What follows belongs to an exercise in optimizing a design on an open flow for small area, a short achievable clock period and few clock cycles; a production flow would make more cautious choices.
RTL that was checked went through simulation tests only; none was proved equivalent to the original.
No functional check of the RTL was part of run 3.
Power is estimated from default activity; no workload was simulated. No driver is modelled on the clock port, so clocking that relies on it looks cheaper here than on a real chip.

### design/flow/flow/run.sh
#!/bin/bash
# The standard layout (the standard.sh: unchanged synthesis, floorplan,
# placement, CTS and routing) with two changes in how it is made:
#  - timing repair is asked to leave more setup slack than the default, so the
#    resizer also works on paths that already meet the clock period;
#  - clock tree synthesis clusters up to 30 sinks within 70 um per leaf buffer
#    and inserts no dummy loads.
set -euo pipefail
export SETUP_SLACK_MARGIN=8.4
export CTS_ARGS="-sink_clustering_enable -repair_clock_nets -dont_use_dummy_load -sink_clustering_size 30 -sink_clustering_max_diameter 70"
bash standard.sh > standard_flow.log 2>&1
### design/flow/standard.sh
#!/bin/bash
# synth_recipe.tcl (not shown) runs the flow's synth.tcl, then flattens the netlist and writes it again
# the make line also repeats each setting of config.mk as NAME=value (left out here)
make -C /OpenROAD-flow-scripts/flow DESIGN_CONFIG=/design/flow/config.mk WORK_HOME=/design/flow/orfs CLKGATE_MAP_FILE= SYNTH_SCRIPT=/design/flow/synth_recipe.tcl "${@:-finish}"
### design/flow/config.mk
export PLATFORM = sky130hd
export DESIGN_NAME = frx_rx
export DESIGN_NICKNAME = frx_rx
export VERILOG_FILES = /design/flow/design.v
export SDC_FILE = /design/flow/constraint.sdc
export NUM_CORES = 4
export LEC_CHECK = 0
export CAP_MARGIN = 20
export CORE_MARGIN = 2
export CORE_UTILIZATION = 65
export SLEW_MARGIN = 20
export SYNTH_MEMORY_MAX_BITS = 16384
export TNS_END_PERCENT = 20
### design/flow/constraint.sdc
create_clock -name core_clock -period 12.0 [get_ports {clk}]
set_input_delay 2.4000 -clock core_clock [delete_from_list [all_inputs] [get_ports {clk}]]
set_output_delay 2.4000 -clock core_clock [all_outputs]
set_load 0.01 [all_outputs]
### design/flow/design.v
module frx_rx (
    input  wire        clk,
    input  wire        rst,           
    input  wire        in_valid,
    input  wire [7:0]  in_data,
    input  wire        in_last,
    output wire        in_ready,
    output wire        out_valid,
    output wire [7:0]  out_data,
    output wire        out_last,
    input  wire        out_ready,
    output wire [31:0] bytes_read,
    output wire [31:0] bytes_invalid,
    output wire        idle
);
    localparam [7:0] HEAD = 8'hF7;
    localparam integer DF = 8;          
    localparam [2:0] S_CHK  = 3'd0,     
                     S_SCAN = 3'd1,     
                     S_ADDR = 3'd2,     
                     S_LEN  = 3'd3,     
                     S_PAY  = 3'd4,     
                     S_CRC  = 3'd5;     
    function [7:0] crc8_byte(input [7:0] c, input [7:0] d);
        integer i;
        reg [7:0] r;
        begin
            r = c ^ d;
            for (i = 0; i < 8; i = i + 1)
                r = r[7] ? ((r << 1) ^ 8'h07) : (r << 1);
            crc8_byte = r;
        end
    endfunction
    function [10:0] add10(input [9:0] x, input [9:0] y);
        integer i, k;
        reg [9:0] g, p, gn, pn;
        begin
            g = x & y;
            p = x ^ y;
            for (k = 1; k < 10; k = k * 2) begin
                gn = g; pn = p;
                for (i = k; i < 10; i = i + 1) begin
                    gn[i] = g[i] | (p[i] & g[i-k]);
                    pn[i] = p[i] & p[i-k];
                end
                g = gn; p = pn;
            end
            add10 = {g[9], (x ^ y) ^ {g[8:0], 1'b0}};
        end
    endfunction
    function [7:0] inc8(input [7:0] x, input c);
        integer i;
        reg [7:0] t;
        begin
            t[0] = c;
            for (i = 1; i < 8; i = i + 1)
                t[i] = t[i-1] & x[i-1];
            inc8 = x ^ t;
        end
    endfunction
    reg [10:0] ib0, ib1;
    reg [1:0]  ic;
    reg        in_rdy;
    reg        mid_chunk;
    wire       in_fire = in_valid & in_rdy;
    assign in_ready = in_rdy;
    wire [7:0] w0d  = ib0[7:0];
    wire       w0l  = ib0[8];
    wire       w0h  = ib0[9];               
    wire       w0s  = ib0[10];              
    wire       have = (ic != 2'd0);
    wire [10:0] inew = {in_data < 8'd3, in_data == HEAD, in_last, in_data};
    reg [2:0]  est;
    reg        resync;
    reg [2:0]  guard;
    reg [2:0]  zz;                      
    reg [2:0]  b1, b2, b3, b4, b5;      
    reg [2:0]  ev_n, ev_i;              
    reg        ev_f, ev_c;              
    reg [8:0]  frs;                     
    reg [7:0]  fl;                      
    reg [7:0]  crc;
    reg [7:0]  cstart;
    reg        cand_live;
    reg        wq_v, wq_f;
    reg [7:0]  wq_d;
    reg [8:0]  inv_add;
    reg        rd_fr;
    reg [9:0]  inv_lo, rd_lo;
    reg [7:0]  inv_h1, inv_h2, rd_h1, rd_h2;
    reg [5:0]  inv_h3, rd_h3;
    reg        inv_c1, inv_c2, inv_c3, rd_c1, rd_c2, rd_c3;
    reg [2047:0] ring;
    reg [7:0]  a;                       
    reg [7:0]  W;                       
    reg        adj;                     
    reg        fa;                      
    reg [8*DF-1:0] fq;
    reg [3:0]  fcnt;
    reg        act;                     
    reg [7:0]  P;                       
    reg        hit;                     
    reg        ost_len;                 
    reg [7:0]  rem;
    reg        rem1;                    
    reg        v0, v1, l0, l1;
    reg [7:0]  d0, d1;
    reg        idle_r;
    assign out_valid     = v0;
    assign out_data      = d0;
    assign out_last      = l0;
    assign bytes_read    = {rd_h3, rd_h2, rd_h1, rd_lo};
    assign bytes_invalid = {inv_h3, inv_h2, inv_h1, inv_lo};
    assign idle          = idle_r;
    wire [7:0] tap  = ring[2047:2040];
    wire [7:0] fq0  = fq[7:0];
    wire       fne  = (fcnt != 4'd0);
    wire       full_q = fcnt[3];
    wire       room     = !(v0 & v1);
    wire       take     = hit & room;
    wire       take_a   = take & !act;              
    wire       tlast    = act & !ost_len & rem1;
    wire       rempty   = !act & !fne & !cand_live;
    wire       writable = rempty | fa | take;
    wire       len_bad  = (est == S_LEN) && have && w0s;
    wire       we       = wq_v && writable && (wq_f || adj) && !(len_bad && wq_f);
    wire       wq_ok    = !wq_v || we;
    reg        pop, put, push;
    reg [2:0]  est_n, guard_n;
    reg        resync_n, cand_live_n;
    reg        disc, disc3, crcfail, acc;
    always @(*) begin
        pop = 1'b0; put = 1'b0; push = 1'b0;
        est_n = est; guard_n = guard; resync_n = resync;
        cand_live_n = cand_live;
        disc = 1'b0; disc3 = 1'b0; crcfail = 1'b0; acc = 1'b0;
        if (we && wq_f) cand_live_n = 1'b1;
        case (est)
            S_CHK, S_SCAN: begin
                if (have) begin
                    pop = 1'b1;
                    if (est == S_SCAN && !w0h) begin
                        disc = 1'b1;
                        if (guard != 3'd0)
                            guard_n = guard - 3'd1;
                        else if (w0l) begin
                            resync_n = 1'b1;       
                            est_n    = S_CHK;
                        end
                    end else if ((est == S_CHK && resync) || !w0h) begin
                        disc    = 1'b1;            
                        est_n   = S_SCAN;
                        guard_n = 3'd4;
                    end else begin
                        resync_n = 1'b0;           
                        est_n    = S_ADDR;
                    end
                end
            end
            S_ADDR: begin
                if (have && wq_ok) begin
                    pop = 1'b1; put = 1'b1;
                    est_n = S_LEN;
                end
            end
            S_LEN: begin
                if (len_bad) begin
                    pop = 1'b1; disc3 = 1'b1;      
                    cand_live_n = 1'b0;
                    est_n   = S_SCAN;
                    guard_n = 3'd2;
                end else if (have && wq_ok) begin
                    pop = 1'b1; put = 1'b1;
                    est_n = S_PAY;
                end
            end
            S_PAY: begin
                if (have && wq_ok) begin
                    pop = 1'b1; put = 1'b1;
                    if (fl == 8'd1) est_n = S_CRC;
                end
            end
            S_CRC: begin
                if (have) begin
                    if (w0d == crc) begin
                        if (!full_q && wq_ok) begin
                            pop = 1'b1; push = 1'b1; acc = 1'b1;
                            cand_live_n = 1'b0;
                            est_n = S_CHK;
                        end
                    end else begin
                        pop = 1'b1; crcfail = 1'b1;
                        cand_live_n = 1'b0;
                        if (w0l) begin
                            resync_n = 1'b1;
                            est_n    = S_CHK;
                        end else begin
                            est_n    = S_SCAN;
                            guard_n  = 3'd0;
                        end
                    end
                end
            end
            default: est_n = S_CHK;
        endcase
    end
    wire       chk_fail = disc && (est == S_CHK);
    wire [2:0] zdist     = disc3 ? 3'd3 : (chk_fail ? 3'd5 : zz);
    wire [2:0] ncnt     = disc3 ? 3'd3 : {2'b00, disc};
    wire [2:0] nbeh     = (ic == 2'd2) ? 3'd1 : 3'd0;
    wire       later    = (zdist > nbeh);
    wire [2:0] idx      = later ? zdist - nbeh : 3'd0;
    wire [2:0] bb1 = b1 + ((ev_i == 3'd1) ? ev_n : 3'd0);
    wire [2:0] bb2 = b2 + ((ev_i == 3'd2) ? ev_n : 3'd0);
    wire [2:0] bb3 = b3 + ((ev_i == 3'd3) ? ev_n : 3'd0);
    wire [2:0] bb4 = b4 + ((ev_i == 3'd4) ? ev_n : 3'd0);
    wire [2:0] bb5 = b5 + ((ev_i == 3'd5) ? ev_n : 3'd0);
    wire [2:0] now_cnt = (ev_i == 3'd0) ? ev_n : 3'd0;
    wire [2:0] rel  = ev_f ? bb1 : 3'd0;
    wire [2:0] zz_n = disc3 ? 3'd2 : (chk_fail ? 3'd4 : ((zz != 3'd0) ? zz - 3'd1 : 3'd0));
    wire [7:0] a1     = a + 8'd1;
    wire       act_n  = take ? !(act & tlast) : act;
    wire       eqP    = (a1 == P);
    wire       eqH    = (a1 == fq0);
    wire       eqC    = (a1 == cstart);
    wire       fne_n  = fne ? !(take_a && fcnt == 4'd1) || push : push;
    wire       hit_n  = act_n ? (take | eqP) : (fne ? eqH : (push & eqC));
    wire       xcmp   = act_n ? !(take | eqP) :
                        (fne ? !eqH : ((we & wq_f) | !eqC));
    wire       rempty_n = !act_n & !fne_n & !cand_live_n;
    wire       aW     = (a == W);
    wire       eff    = fa | take | rempty;
    wire       fa_n   = rempty_n | ((eff | aW) & xcmp);
    wire [1:0] ic_n   = ic + {1'b0, in_fire} - {1'b0, pop};
    wire [1:0] ic_k   = ic - {1'b0, pop};            
    wire       quiet  = !mid_chunk & !have & !wq_v & !act & !fne & !v0 & !v1 &
                        (inv_add == 9'd0) & !rd_fr & (ev_n == 3'd0) & !ev_c &
                        !inv_c1 & !inv_c2 & !inv_c3 & !rd_c1 & !rd_c2 & !rd_c3;
    wire [8:0]  rd_add  = rd_fr ? frs : 9'd0;
    wire [10:0] inv_sum = add10(inv_lo, {1'b0, inv_add});
    wire [10:0] rd_sum  = add10(rd_lo,  {1'b0, rd_add});
    integer i;
    always @(posedge clk) begin
        ring <= {ring[2039:0], (we ? wq_d : tap)};
        if (rst) begin
            ic        <= 2'd0;
            in_rdy    <= 1'b1;
            mid_chunk <= 1'b0;
            est       <= S_CHK;
            resync    <= 1'b0;
            guard     <= 3'd0;
            zz        <= 3'd0;
            b1        <= 3'd0;
            b2        <= 3'd0;
            b3        <= 3'd0;
            b4        <= 3'd0;
            b5        <= 3'd0;
            ev_n      <= 3'd0;
            ev_i      <= 3'd0;
            ev_f      <= 1'b0;
            ev_c      <= 1'b0;
            cand_live <= 1'b0;
            wq_v      <= 1'b0;
            inv_add   <= 9'd0;
            rd_fr     <= 1'b0;
            inv_lo    <= 10'd0;
            rd_lo     <= 10'd0;
            inv_h1    <= 8'd0;
            inv_h2    <= 8'd0;
            inv_h3    <= 6'd0;
            rd_h1     <= 8'd0;
            rd_h2     <= 8'd0;
            rd_h3     <= 6'd0;
            inv_c1    <= 1'b0;
            inv_c2    <= 1'b0;
            inv_c3    <= 1'b0;
            rd_c1     <= 1'b0;
            rd_c2     <= 1'b0;
            rd_c3     <= 1'b0;
            a         <= 8'd0;
            fa        <= 1'b1;
            adj       <= 1'b0;
            fcnt      <= 4'd0;
            act       <= 1'b0;
            hit       <= 1'b0;
            v0        <= 1'b0;
            v1        <= 1'b0;
            idle_r    <= 1'b0;
        end else begin
            if (in_fire) mid_chunk <= !in_last;
            in_rdy <= in_fire ? (ic_k == 2'd0) : (ic_k != 2'd2);
            ic     <= ic_n;
            if (in_fire && ic_k == 2'd0) ib0 <= inew;
            else if (pop)                ib0 <= ib1;
            if (in_fire && ic_k != 2'd0) ib1 <= inew;
            est       <= est_n;
            guard     <= guard_n;
            resync    <= resync_n;
            cand_live <= cand_live_n;
            if (pop) zz <= zz_n;
            ev_n <= disc3 ? 3'd3 : {2'b00, disc};
            ev_i <= idx;
            ev_f <= in_fire;
            ev_c <= crcfail;
            b1 <= ev_f ? bb2 : bb1;
            b2 <= ev_f ? bb3 : bb2;
            b3 <= ev_f ? bb4 : bb3;
            b4 <= ev_f ? bb5 : bb4;
            b5 <= ev_f ? 3'd0 : bb5;
            if (put) begin
                wq_v <= 1'b1;
                wq_f <= (est == S_ADDR);
                wq_d <= w0d;
            end else if (we || len_bad || crcfail)
                wq_v <= 1'b0;                      
            inv_add <= (ev_c ? frs : {6'd0, now_cnt}) + {6'd0, rel};
            rd_fr   <= acc;
            inv_lo  <= inv_sum[9:0];
            inv_c1  <= inv_sum[10];
            inv_h1  <= inc8(inv_h1, inv_c1);
            inv_c2  <= inv_c1 & (&inv_h1);
            inv_h2  <= inc8(inv_h2, inv_c2);
            inv_c3  <= inv_c2 & (&inv_h2);
            inv_h3  <= inc8({2'b00, inv_h3}, inv_c3);
            rd_lo   <= rd_sum[9:0];
            rd_c1   <= rd_sum[10];
            rd_h1   <= inc8(rd_h1, rd_c1);
            rd_c2   <= rd_c1 & (&rd_h1);
            rd_h2   <= inc8(rd_h2, rd_c2);
            rd_c3   <= rd_c2 & (&rd_h2);
            rd_h3   <= inc8({2'b00, rd_h3}, rd_c3);
            a   <= a1;
            fa  <= fa_n;
            adj <= we | aW;
            hit <= hit_n;
            if (take_a) begin
                for (i = 0; i < DF - 1; i = i + 1)
                    fq[8*i +: 8] <= (push && fcnt == i + 1) ? cstart : fq[8*(i+1) +: 8];
            end else if (push) begin
                for (i = 0; i < DF; i = i + 1)
                    if (fcnt == i) fq[8*i +: 8] <= cstart;
            end
            fcnt <= fcnt + {3'd0, push} - {3'd0, take_a};
            act <= act_n;
            if (take) begin
                P <= a1;
                if (!act)
                    ost_len <= 1'b1;
                else if (ost_len) begin
                    ost_len <= 1'b0;
                    rem     <= tap - 8'd1;
                    rem1    <= (tap == 8'd2);
                end else begin
                    rem     <= rem - 8'd1;
                    rem1    <= (rem == 8'd2);
                end
            end
            if (!v0 || out_ready) begin
                if (v1) begin
                    v0 <= 1'b1; d0 <= d1; l0 <= l1;
                    v1 <= 1'b0;
                end else if (take) begin
                    v0 <= 1'b1; d0 <= tap; l0 <= tlast;
                end else
                    v0 <= 1'b0;
            end else if (take) begin
                v1 <= 1'b1; d1 <= tap; l1 <= tlast;
            end
            idle_r <= quiet && !in_fire;
        end
        if (est == S_LEN && put) begin
            frs <= {1'b0, w0d} + 9'd3;
            fl  <= w0d - 8'd1;
            crc <= crc8_byte(8'd0, w0d);
        end else if (est == S_PAY && put) begin
            fl  <= fl - 8'd1;
            crc <= crc8_byte(crc, w0d);
        end
        if (we) begin
            W <= a;
            if (wq_f) cstart <= a;
        end
    end
endmodule
==> results of run 1 <==
## layer usage
layer  up-vias  GRT usage (%)  part of all wire, %
li1      10900              -                    -
met4         0           4.40                  2.5
met5         -              0                    0
met3       120           2.80                  4.2
met2       302           23.9                   42
met1     10400           24.6                   51
## worst max path at each step
stage                         to
2_1_floorplan             fq[10]
3_3_place_gp             ib0[10]
3_5_place_dp             ib0[10]
4_1_cts                out_valid
5_1_grt                 out_last
6_report       bytes_invalid[15]
## area by class of cell
| cell class | instances | area [um2] |
|---|---|---|
| Clock buffer | 92 | 2300 |
| Antenna cell | 1 | 2.50 |
| Sequential cell | 2357 | 49000 |
| Tap cell | 1144 | 1430 |
| Fill cell | 5427 | 24600 |
| Inverter | 54 | 203 |
| Timing Repair Buffer | 112 | 888 |
| Multi-Input combinational cell | 858 | 6780 |
## cell usage after synthesis (3+ instances only)
library cell / number / area [um2]
nand2_1: 55 / 206
nor3b_1: 9 / 67.6
or3_1: 4 / 25.0
nand4_1: 10 / 62.6
o21a_1: 4 / 30.0
a41oi_1: 3 / 26.3
and2_1: 13 / 81.3
o21ai_0: 30 / 150
mux2_2: 75 / 845
a211oi_1: 5 / 37.5
mux2i_1: 20 / 200
nor3_1: 37 / 185
mux2_4: 9 / 135
dfxtp_1: 2185 / 43700
buf_2: 3 / 15.0
buf_1: 5 / 18.8
ha_1: 98 / 1230
a21o_1: 6 / 45.0
a31oi_1: 3 / 18.8
nand3_1: 24 / 120
edfxtp_1: 172 / 5160
nor4_1: 10 / 62.6
nand2b_1: 14 / 87.6
a21boi_0: 4 / 30.0
nor2_1: 120 / 450
xor2_1: 51 / 447
a2111oi_0: 3 / 26.3
nand4b_1: 5 / 43.8
o21ai_2: 3 / 26.3
o31ai_4: 3 / 63.8
inv_1: 53 / 199
o211ai_1: 6 / 45.0
clkbuf_1: 33 / 124
o41ai_1: 3 / 26.3
xnor2_1: 76 / 666
fa_1: 9 / 180
or2_2: 4 / 25.0
nor2b_1: 62 / 388
and3_1: 7 / 43.8
a21oi_1: 46 / 230
## cells by family after synthesis
| logic type | Yosys count |
|---|---|
| AO/OA/AOI/OAI | 136 |
| XOR/XNOR | 128 |
| adder cells (fa/ha/maj) | 107 |
| buffers and inverters | 96 |
| flip-flops | 2357 |
| multiplexers | 105 |
| AND/OR/NAND/NOR | 382 |
## flip-flops by register name (all words and copies together), names as in the netlist, 9 cells and up
| name | flops |
|---|---|
| ring | 2048 |
| inv_add | 9 |
| frs | 9 |
| ib1 | 11 |
| rd_lo | 10 |
| inv_lo | 10 |
| fq | 64 |
| ib0 | 11 |
## repair_timing
action / CTS / global route
setup buffers: 16 / 5
pin swaps: 1 / 0
setup endpoints to repair: 169 / 146
gates resized for setup: 221 / 67
## stage by stage
stage               util, %  setup slack [ps]  area, um2  total power (uW)  hold WS, ps
finish                 71.1              8350      60600             12100          303
CTS                    71.1              8240      60500             12200          303
global placement       68.3              7340      58100              8790          310
floorplan                 -              8310      56000              8670          310
detailed placement     68.3              7260      58100              8800          312
global route           71.1              8280      60600             12500          297
## power by group
group / internal [uW] / total [uW] / leakage (uW) / switching, uW
clock network: 1380 / 3450 / 0.00113 / 2070
registers: 8040 / 8140 / 0.0192 / 92.3
logic: 233 / 503 / 0.00362 / 270
total: 9660 / 12100 / 0.0239 / 2430
==> flow_metrics.env, run 1 <==
export IMPL_syn_nets=3431
export IMPL_rows=107
export IMPL_maxSlewHeadroom_pct=29.8
export IMPL_cts_hold_buf=0
export IMPL_cts_max_path_buffers=3
export IMPL_rsz0062_at_grt="true"
export IMPL_ys_ff_latch=2357
export IMPL_maxCapViolations=0
export IMPL_cp_num_buf_inv=1
export IMPL_tritoncts="yes"
export IMPL_drcViolationCount=0
export IMPL_cts_root_buf="clkbuf_16"
export IMPL_critPathMaxFanout=3
export IMPL_r2r_cells=9
export IMPL_die_h_um=297
export IMPL_dp_cells=4504
export IMPL_synthAdderAreaFrac_pct=2.52
export IMPL_hold_class="flip-flop to flip-flop"
export IMPL_hold_viol=0
export IMPL_status="timing/DRC/antenna clean"
export IMPL_syn_area_per_cell_um2=16.9
export IMPL_cp_depth=1
export IMPL_min_period_ps=3650
export IMPL_synth_edf_count=172
export IMPL_drv_slew=0
export IMPL_final_setup_skew_ps=67.4
export IMPL_netlist_area_mm2=0.0559
export IMPL_vias=21800
export IMPL_min_path_cells=0
export IMPL_synthSimpleGateAreaFrac_pct=3.45
export IMPL_critPathSlowestCell="dfxtp_1"
export IMPL_core_area_mm2=0.0851
export IMPL_p_per_area_mw_per_mm2=200
export IMPL_hp_start="ring[1318]"
export IMPL_synth_cells=3311
export IMPL_totalWireLength_mm=70.1
export IMPL_grt_antenna_before_repair=4
export IMPL_final_cells=4618
export IMPL_tns_ps=0
export IMPL_drive_above_1_share_pct=9.33
export IMPL_crit_chain="clkdlybuf4s15_1"
export IMPL_viasPerCell=4.72
export IMPL_critPathTopFamily="flip-flops"
export IMPL_rr_startpoint="ib0[4]"
export IMPL_grt_pass1_vias=21900
export IMPL_synth_xor_area_share_pct=2.03
export IMPL_place_hpwl_mm=41.6
export IMPL_track_usage_pct=16.1
export IMPL_synth_top_flop_cell="dfxtp_1"
export IMPL_total_leakage_power_uw=0.0239
export IMPL_crit_arrival_ps=1250
export IMPL_yosysUniqueCellTypes=65
export IMPL_die_w_um=297
export IMPL_reg2reg_slack_ps=8630
export IMPL_synth_top_family_by_area="simple AND/OR/NAND/NOR gates"
export IMPL_fmax_mhz=274
export IMPL_startpoint_type="flip-flop"
export IMPL_synthArstFlopShare_pct=0
export IMPL_period_share_pct=30.4
export IMPL_gp_congestion=0.809
export IMPL_firstDrtPassIters=5
export IMPL_start_util_pct=65.6
export IMPL_numPortBuffers=88
export IMPL_yosysWarnings=1
export IMPL_min_to="ring[1326]"
export IMPL_cp_end_kind="primary output"
export IMPL_clk_latency_ps=670
export IMPL_vdd_ir_drop_worst_v=0.000159
export IMPL_synthMuxAreaShare_pct=2.13
export IMPL_critPathRequiredTime_ps=9600
export IMPL_tightestPinTransition_ps=1050
export IMPL_syn2layout_area_growth_pct=8.37
export IMPL_numCtsBuffers=92
export IMPL_grt_max_degree=78
export IMPL_wl_per_cell_um=15.2
export IMPL_ys_seq_area_share_pct=87.5
export IMPL_r2r_end="fq[54]"
export IMPL_clk_pin_slew_ps=100
export IMPL_cpPeakStageDelay_ps=370
export IMPL_crit_start="inv_h1[5]"
export IMPL_setup_viol=0
export IMPL_grt_first_pass_wirelength_mm=115
export IMPL_grt_ovfl_total=0
export IMPL_fin_nets=3595
export IMPL_final_common_cell="dfxtp_1"
export IMPL_h_tree_depth=3
export IMPL_ant_nets=0
export IMPL_final_cell_mix="dfxtp_1, edfxtp_1, nor2_1"
export IMPL_clock_sinks=2357
export IMPL_critPathKind="flip-flop to primary output"
export IMPL_synth_compound_area_share_pct=1.69
export IMPL_dieArea_mm2=0.0883
export IMPL_pin_count=89
export IMPL_drtIter0Drc=1095
Testbench counts, summed over its fixed seeds: cycles 98,240.
==> run 2: changes to the inputs <==
--- a/design/flow/config.mk
+++ b/design/flow/config.mk
@@ -12,2 +12 @@
 export SYNTH_MEMORY_MAX_BITS = 16384
-export TNS_END_PERCENT = 20
==> run 2 against run 1 <==
Still clean. Final cell count rose by 0.17%. Setup slack improved by 40 ps. Clock-buffer cell count unchanged. Worst hold slack worse by 35 ps. Utilization barely moved. Power is 0.12% higher. Die area unchanged. Sequential power hardly changed. Wire length rose by 1.1%. Global-route usage rose by 0.18 points. Largest power group unchanged.
==> flow_metrics.env, run 2 <==
export IMPL_status="timing/DRC/antenna clean"
export IMPL_clock_sinks=2357
export IMPL_reg2reg_slack_ps=8580
export IMPL_ys_ff_latch=2357
export IMPL_n_antenna_cell=0
export IMPL_largest_reg_flops=2048
export IMPL_cts_hold_buf=0
export IMPL_critPathTopFamily="flip-flops"
export IMPL_r2r_cells=9
export IMPL_pre_cts_ws_ps=7300
export IMPL_whs_ps=267
export IMPL_critPathSlowestCell="edfxtp_1"
export IMPL_grt_pass1_vias=22400
export IMPL_netlist_area_mm2=0.0559
export IMPL_crit_arrival_ps=1210
export IMPL_ys_seq_area_share_pct=87.5
export IMPL_hp_start="ring[1066]"
export IMPL_p_per_area_mw_per_mm2=200
export IMPL_core_area_mm2=0.0851
export IMPL_ant_nets=0
export IMPL_gp_congestion=0.792
export IMPL_clk_latency_ps=680
export IMPL_setup_viol=0
export IMPL_firstDrtPassIters=5
export IMPL_final_common_cell="dfxtp_1"
export IMPL_dp_cells=4505
export IMPL_post_synth_top_count_cell="dfxtp_1"
export IMPL_h_tree_depth=3
export IMPL_pin_count=89
export IMPL_grt_ovfl_total=0
export IMPL_tritoncts="yes"
export IMPL_synth_edf_count=172
export IMPL_synth_cells=3311
export IMPL_hold_class="flip-flop to flip-flop"
export IMPL_vias=21900
export IMPL_post_route_worst_setup_slack_ps=8390
export IMPL_maxCapViolations=0
export IMPL_min_to="ring[1074]"
export IMPL_tns_ps=0
export IMPL_die_h_um=297
export IMPL_cp_num_buf_inv=1
export IMPL_tightestPinTransition_ps=1080
export IMPL_drv_slew=0
export IMPL_syn_nets=3431
export IMPL_yosysTopAreaCell="dfxtp_1"
export IMPL_drive_above_1_share_pct=11.1
export IMPL_min_period_ps=3610
export IMPL_utilization_pct=71.1
export IMPL_cp_end_kind="primary output"
export IMPL_final_cell_mix="dfxtp_1, edfxtp_1, nor2_1"
export IMPL_critPathRequiredTime_ps=9600
export IMPL_fin_nets=3604
export IMPL_grt_antenna_before_repair=1
export IMPL_syn_area_per_cell_um2=16.9
export IMPL_cpPeakStageDelay_ps=410
export IMPL_critPathKind="flip-flop to primary output"
export IMPL_clk_pin_slew_ps=100
export IMPL_final_cells=4626
export IMPL_cts_root_buf="clkbuf_16"
export IMPL_grt_first_pass_wirelength_mm=117
export IMPL_drcViolationCount=0
export IMPL_start_util_pct=65.6
export IMPL_total_leakage_power_uw=0.0240
export IMPL_final_setup_skew_ps=74.0
export IMPL_viasPerCell=4.74
export IMPL_place_hpwl_mm=41.3
export IMPL_largestRegisters="ring (2048), fq (64)"
export IMPL_drtIter0Drc=1125
export IMPL_largest_register="ring"
export IMPL_die_w_um=297
export IMPL_yosysWarnings=1
export IMPL_wl_per_cell_um=15.3
export IMPL_startpoint_type="flip-flop"
export IMPL_totalWireLength_mm=70.8
export IMPL_period_share_pct=30.1
export IMPL_cts_max_path_buffers=3
export IMPL_grt_max_degree=74
export IMPL_maxSlewHeadroom_pct=27.7
export IMPL_rows=107
export IMPL_yosysUniqueCellTypes=65
export IMPL_synthArstFlopShare_pct=0
export IMPL_synthTopCellsByCount="dfxtp_1, edfxtp_1, nor2_1"
export IMPL_crit_chain="buf_2"
export IMPL_rsz0062_at_grt="true"
export IMPL_vdd_ir_drop_worst_v=0.000166
export IMPL_r2r_end="fq[54]"
export IMPL_numPortBuffers=88
export IMPL_synth_top_flop_cell="dfxtp_1"
export IMPL_rr_startpoint="ib0[2]"
export IMPL_dieArea_mm2=0.0883
export IMPL_syn2layout_area_growth_pct=8.37
export IMPL_synth_top_area_share_pct=78.3
export IMPL_min_path_cells=0
export IMPL_track_usage_pct=16.3
export IMPL_fmax_mhz=277
export IMPL_numCtsBuffers=92
export IMPL_critPathMaxFanout=1
export IMPL_hold_viol=0
export IMPL_synth_area_leaders="dfxtp_1, edfxtp_1, ha_1, mux2_2, xnor2_1"
run 2: final cells by class:
type | count | area, um2
Sequential cell | 2357 | 49000
Fill cell | 5505 | 24600
Multi-Input combinational cell | 858 | 6790
Clock buffer | 92 | 2300
Tap cell | 1144 | 1430
Timing Repair Buffer | 121 | 843
Inverter | 54 | 203
run 2: worst max-delay path by stage:
| stage | startpoint | end | depth (start not counted) |
|---|---|---|---|
| final | d0[6] | out_data[6] | 1 |
| after global routing | d0[6] | out_data[6] | 1 |
| after CTS | d0[6] | out_data[6] | 1 |
| after detailed placement | in_valid | ib0[10] | 4 |
| after global placement | in_valid | ib0[10] | 4 |
| after floorplan | rst | fq[10] | 4 |
run 2: worst register-to-register path: stages (launching register included):
cell	delay, ps
edfxtp_1	590
xnor2_1	260
ha_1	160
and3_1	210
nand4_1	240
nor2_2	210
nand3_2	280
ha_1	300
or2_2	440
a21oi_4	330
run 2: power breakdown:
| part | internal, uW | switching (uW) | total, uW |
|---|---|---|---|
| registers | 8040 | 94.1 | 8140 |
| logic | 235 | 272 | 506 |
| clock network | 1380 | 2080 | 3460 |
run 2: repair_timing:
action,CTS,global route
resized for setup,351,24
setup buffers,19,10
pin swaps,1,0
setup endpoints to repair,136,110
gates cloned,0,0
run 2: per-layer routing:
metal	wire, um	up-vias	GRT usage [%]
met5	0	-	0
met1	36000	10500	24.6
met3	2610	128	2.61
li1	-	10900	-
met2	30300	294	24.6
met4	1860	0	4.58
run 2: cell families after synthesis:
group | synth area share, %
flops | 87.5
simple gates | 3.45
compound gates | 1.69
xor+xnor | 2.03
fa+ha+maj | 2.52
mux | 2.13
buf+inv | 0.665
run 2: per-stage QoR:
stage                     area (um2)  power, uW
after floorplan                56000       8670
after global placement         58200       8790
after detailed placement       58200       8800
after CTS                      60600      12200
after global routing           60600      12600
final                          60600      12100
==> run 3: changes to the inputs <==
--- a/design/flow/design.v
+++ b/design/flow/design.v
@@ -105,8 +105,10 @@
     reg        rem1;                    
-    reg        v0, v1, l0, l1;
-    reg [7:0]  d0, d1;
+    reg [8:0]  oq0, oq1;                
+    reg [1:0]  ocnt;
+    reg [8:0]  ob;                      
+    reg        ov;
     reg        idle_r;
-    assign out_valid     = v0;
-    assign out_data      = d0;
-    assign out_last      = l0;
+    assign out_valid     = ov;
+    assign out_data      = ob[7:0];
+    assign out_last      = ob[8];
     assign bytes_read    = {rd_h3, rd_h2, rd_h1, rd_lo};
@@ -118,3 +120,3 @@
     wire       full_q = fcnt[3];
-    wire       room     = !(v0 & v1);
+    wire       room     = (ocnt != 2'd2);
     wire       take     = hit & room;
@@ -221,2 +223,5 @@
     wire [7:0] a1     = a + 8'd1;
+    wire       xfer   = ov & out_ready;
+    wire [8:0] tin    = {tlast, tap};
+    wire [1:0] ocnt_n = ocnt - {1'b0, xfer} + {1'b0, take};
     wire       act_n  = take ? !(act & tlast) : act;
@@ -235,3 +240,3 @@
     wire [1:0] ic_k   = ic - {1'b0, pop};            
-    wire       quiet  = !mid_chunk & !have & !wq_v & !act & !fne & !v0 & !v1 &
+    wire       quiet  = !mid_chunk & !have & !wq_v & !act & !fne & (ocnt == 2'd0) &
                         (inv_add == 9'd0) & !rd_fr & (ev_n == 3'd0) & !ev_c &
@@ -285,4 +290,4 @@
             hit       <= 1'b0;
-            v0        <= 1'b0;
-            v1        <= 1'b0;
+            ocnt      <= 2'd0;
+            ov        <= 1'b0;
             idle_r    <= 1'b0;
@@ -357,12 +362,10 @@
             end
-            if (!v0 || out_ready) begin
-                if (v1) begin
-                    v0 <= 1'b1; d0 <= d1; l0 <= l1;
-                    v1 <= 1'b0;
-                end else if (take) begin
-                    v0 <= 1'b1; d0 <= tap; l0 <= tlast;
-                end else
-                    v0 <= 1'b0;
+            ocnt <= ocnt_n;
+            ov   <= (ocnt_n != 2'd0) && !(ov && !out_ready);
+            if (xfer) begin
+                if (ocnt == 2'd2) oq0 <= oq1;
+                else if (take)    oq0 <= tin;
             end else if (take) begin
-                v1 <= 1'b1; d1 <= tap; l1 <= tlast;
+                if (ocnt == 2'd0) oq0 <= tin;
+                else              oq1 <= tin;
             end
@@ -370,2 +373,3 @@
         end
+        ob <= ov ? ((ocnt == 2'd2) ? oq1 : tin) : ((ocnt == 2'd0) ? tin : oq0);
         if (est == S_LEN && put) begin
==> run 3 against run 2 <==
Largest power group unchanged. Still clean. Global-route usage up 1.7 points. Die area rose by 1.6%. Register-to-register slack better by 40 ps. Flip-flop and latch count up 10. Worst hold slack worse by 5.0 ps. Sequential share of layout area is 1.2 points lower. Setup slack got worse by 19 ps. Clock-buffer cell count stayed put.
==> flow_metrics.env, run 3 <==
export IMPL_r2r_cells=10
export IMPL_tns_ps=0
export IMPL_synthArstFlopShare_pct=0
export IMPL_h_tree_depth=3
export IMPL_crit_arrival_ps=1230
export IMPL_ant_nets=0
export IMPL_tritoncts="yes"
export IMPL_syn_nets=3581
export IMPL_critPathMaxFanout=2
export IMPL_synth_top_flop_cell="dfxtp_1"
export IMPL_total_leakage_power_uw=0.0246
export IMPL_final_cell_mix="dfxtp_1, edfxtp_1, nor2_1"
export IMPL_min_path_cells=0
export IMPL_synthTopCellsByCount="dfxtp_1, edfxtp_1, nor2_1"
export IMPL_clk_latency_ps=690
export IMPL_wl_per_cell_um=16.5
export IMPL_grt_max_degree=73
export IMPL_synth_edf_count=172
export IMPL_synth_area_leaders="dfxtp_1, edfxtp_1, ha_1, xnor2_1, mux2_2"
export IMPL_finalPower_uw=12400
export IMPL_gp_congestion=0.811
export IMPL_post_synth_top_count_cell="dfxtp_1"
export IMPL_drtIter0Drc=1284
export IMPL_critPathKind="flip-flop to primary output"
export IMPL_setup_viol=0
export IMPL_synth_cells=3458
export IMPL_fin_nets=3755
export IMPL_syn_area_per_cell_um2=16.4
export IMPL_cts_max_path_buffers=3
export IMPL_grt_pass1_vias=23700
export IMPL_syn2layout_area_growth_pct=8.76
export IMPL_yosysTopAreaCell="dfxtp_1"
export IMPL_firstDrtPassIters=6
export IMPL_largest_register="ring"
export IMPL_pin_count=89
export IMPL_largestRegisters="ring (2048), fq (64)"
export IMPL_ys_seq_area_share_pct=86.4
export IMPL_rsz0062_at_grt="true"
export IMPL_place_area_mm2=0.0590
export IMPL_clk_pin_slew_ps=100
export IMPL_grt_first_pass_wirelength_mm=129
export IMPL_dieArea_mm2=0.0898
export IMPL_cts_hold_buf=0
export IMPL_cp_end_kind="primary output"
export IMPL_min_period_ps=3630
export IMPL_die_w_um=300
export IMPL_ys_ff_latch=2367
export IMPL_drive_above_1_share_pct=11.0
export IMPL_netlist_area_mm2=0.0568
export IMPL_fmax_mhz=275
export IMPL_grt_ovfl_total=0
export IMPL_maxCapViolations=0
export IMPL_status="timing/DRC/antenna clean"
export IMPL_period_share_pct=30.3
export IMPL_clock_sinks=2367
export IMPL_track_usage_pct=18.0
export IMPL_startpoint_type="flip-flop"
export IMPL_p_per_area_mw_per_mm2=201
export IMPL_n_antenna_cell=0
export IMPL_final_common_cell="dfxtp_1"
export IMPL_numPortBuffers=88
export IMPL_fin_area_mm2=0.0618
export IMPL_drcViolationCount=0
export IMPL_largest_reg_flops=2048
export IMPL_critPathRequiredTime_ps=9600
export IMPL_synth_top_area_share_pct=77.4
export IMPL_maxSlewHeadroom_pct=41.0
export IMPL_vias=23000
export IMPL_numCtsBuffers=92
export IMPL_core_area_mm2=0.0868
export IMPL_tightestPinTransition_ps=882
export IMPL_rows=108
export IMPL_totalWireLength_mm=79.1
export IMPL_cts_root_buf="clkbuf_16"
export IMPL_yosysUniqueCellTypes=71
export IMPL_die_h_um=300
export IMPL_vdd_ir_drop_worst_v=0.000178
export IMPL_hold_class="flip-flop to flip-flop"
export IMPL_grt_antenna_before_repair=1
export IMPL_start_util_pct=65.5
export IMPL_final_setup_skew_ps=99.4
export IMPL_yosysWarnings=1
export IMPL_viasPerCell=4.81
export IMPL_reg2reg_slack_ps=8620
export IMPL_drv_slew=0
export IMPL_place_hpwl_mm=45.8
export IMPL_hold_viol=0
-- run 3: cell types whose count changed after synthesis, moves of 12 or more --
cell | previous run | this run
nand2_1 | 55 | 86
mux2_2 | 75 | 48
o22ai_1 | 0 | 21
mux2i_1 | 20 | 39
nor2_1 | 120 | 139
a21oi_1 | 46 | 64
a221oi_1 | 2 | 17
clkbuf_1 | 33 | 45
-- run 3: metal layers --
metal  routed length [um]  vias up  part of all wire [%]  track usage [%]
met1                39200    11000                    50             26.7
met3                 3160      139                   4.0             3.17
li1                     -    11500                     -                -
met4                 2000        0                   2.5             5.06
met2                34800      372                    44             27.5
met5                    0        -                     0                0
-- run 3: layout make-up --
type	count	area (um2)
repair buffers	148	1130
fillers	5458	25000
multi-input cells	964	7460
clock buffers	92	2300
well taps	1155	1450
inverters	59	229
flip-flops and latches	2367	49200
-- run 3: logic make-up (layout without fill, tap and decap cells) --
family / after synthesis / count (layout) / synth area share (%)
and+or+nand+nor: 423 / 423 / 3.64
buffers and inverters: 127 / 299 / 0.888
xor gates and xnor gates: 127 / 127 / 2.01
adders and majority gates: 110 / 110 / 2.54
muxes: 107 / 107 / 2.10
DFF: 2367 / 2367 / 86.4
AOI/OAI and AO/OA: 197 / 197 / 2.38
-- run 3: stage by stage --
step / instances / setup WS (ps) / util (%) / hold slack (ps)
finish: 4785 / 8370 / 71.2 / 262
floorplan: 3458 / 8180 / - / 310
global route: 4785 / 8300 / 71.2 / 267
CTS: 4772 / 8320 / 71.0 / 260
global placement: 4639 / 7390 / 68.0 / 310
detailed placement: 4639 / 7320 / 68.0 / 312
-- run 3: worst paths after layout --
kind	endpoint	from
worst max-delay path	out_valid	ov
worst min-delay path	ring[334]	ring[326]
worst max register to register	fq[7]	ib0[4]
worst min register to register	ring[334]	ring[326]
-- run 3: power by group --
group	total, uW	switching [uW]	leakage (uW)	internal [uW]
sequential	8230	117	0.0193	8110
clock	3490	2110	0.00113	1380
combinational	706	405	0.00415	301
total	12400	2630	0.0246	9790
-- run 3: worst max-delay path, cell delays in order, from the launching register on --
cell,delay (ps)
dfxtp_4,360
buf_12,120
buf_8,120
-- run 3: timing repair --
item	in CTS	in global routing
resized for setup	426	34
setup endpoints to repair	250	114
pin swaps	0	1
setup buffers	40	13
endpoints found under the hold margin	0	0
gates cloned	1	0

separate check: timing with driven ports:
No port has a modelled driver above. Below, the same layouts with a new extraction and two added sets of constraints. Step 1 (the two cells are an assumption about what drives the block):
set clk [get_ports {clk}]
set_driving_cell -lib_cell sky130_fd_sc_hd__clkbuf_16 $clk
set_driving_cell -lib_cell sky130_fd_sc_hd__buf_2 [delete_from_list [all_inputs] $clk]
Step 2, shift: input delay + t, output delay - t, t = (earliest + latest rising clock arrival at the registers) / 2. This alone moves slack from input paths to output paths. Slacks: ideal / step 1 / step 2; pairs: ideal / step 1.
run	t, ns	setup slack, ns	pins driven straight from the clock port
run 1	0.703	8.347 / 8.281 / 7.678	1
run 2	0.691	8.387 / 8.327 / 7.823	1
run 3	0.705	8.368 / 8.301 / 7.771	1
After both steps setup and hold are still met in every run listed. For run 1, which loses most, drivers alone change the setup slack by -0.066 ns; drivers and shift together by -0.669 ns.
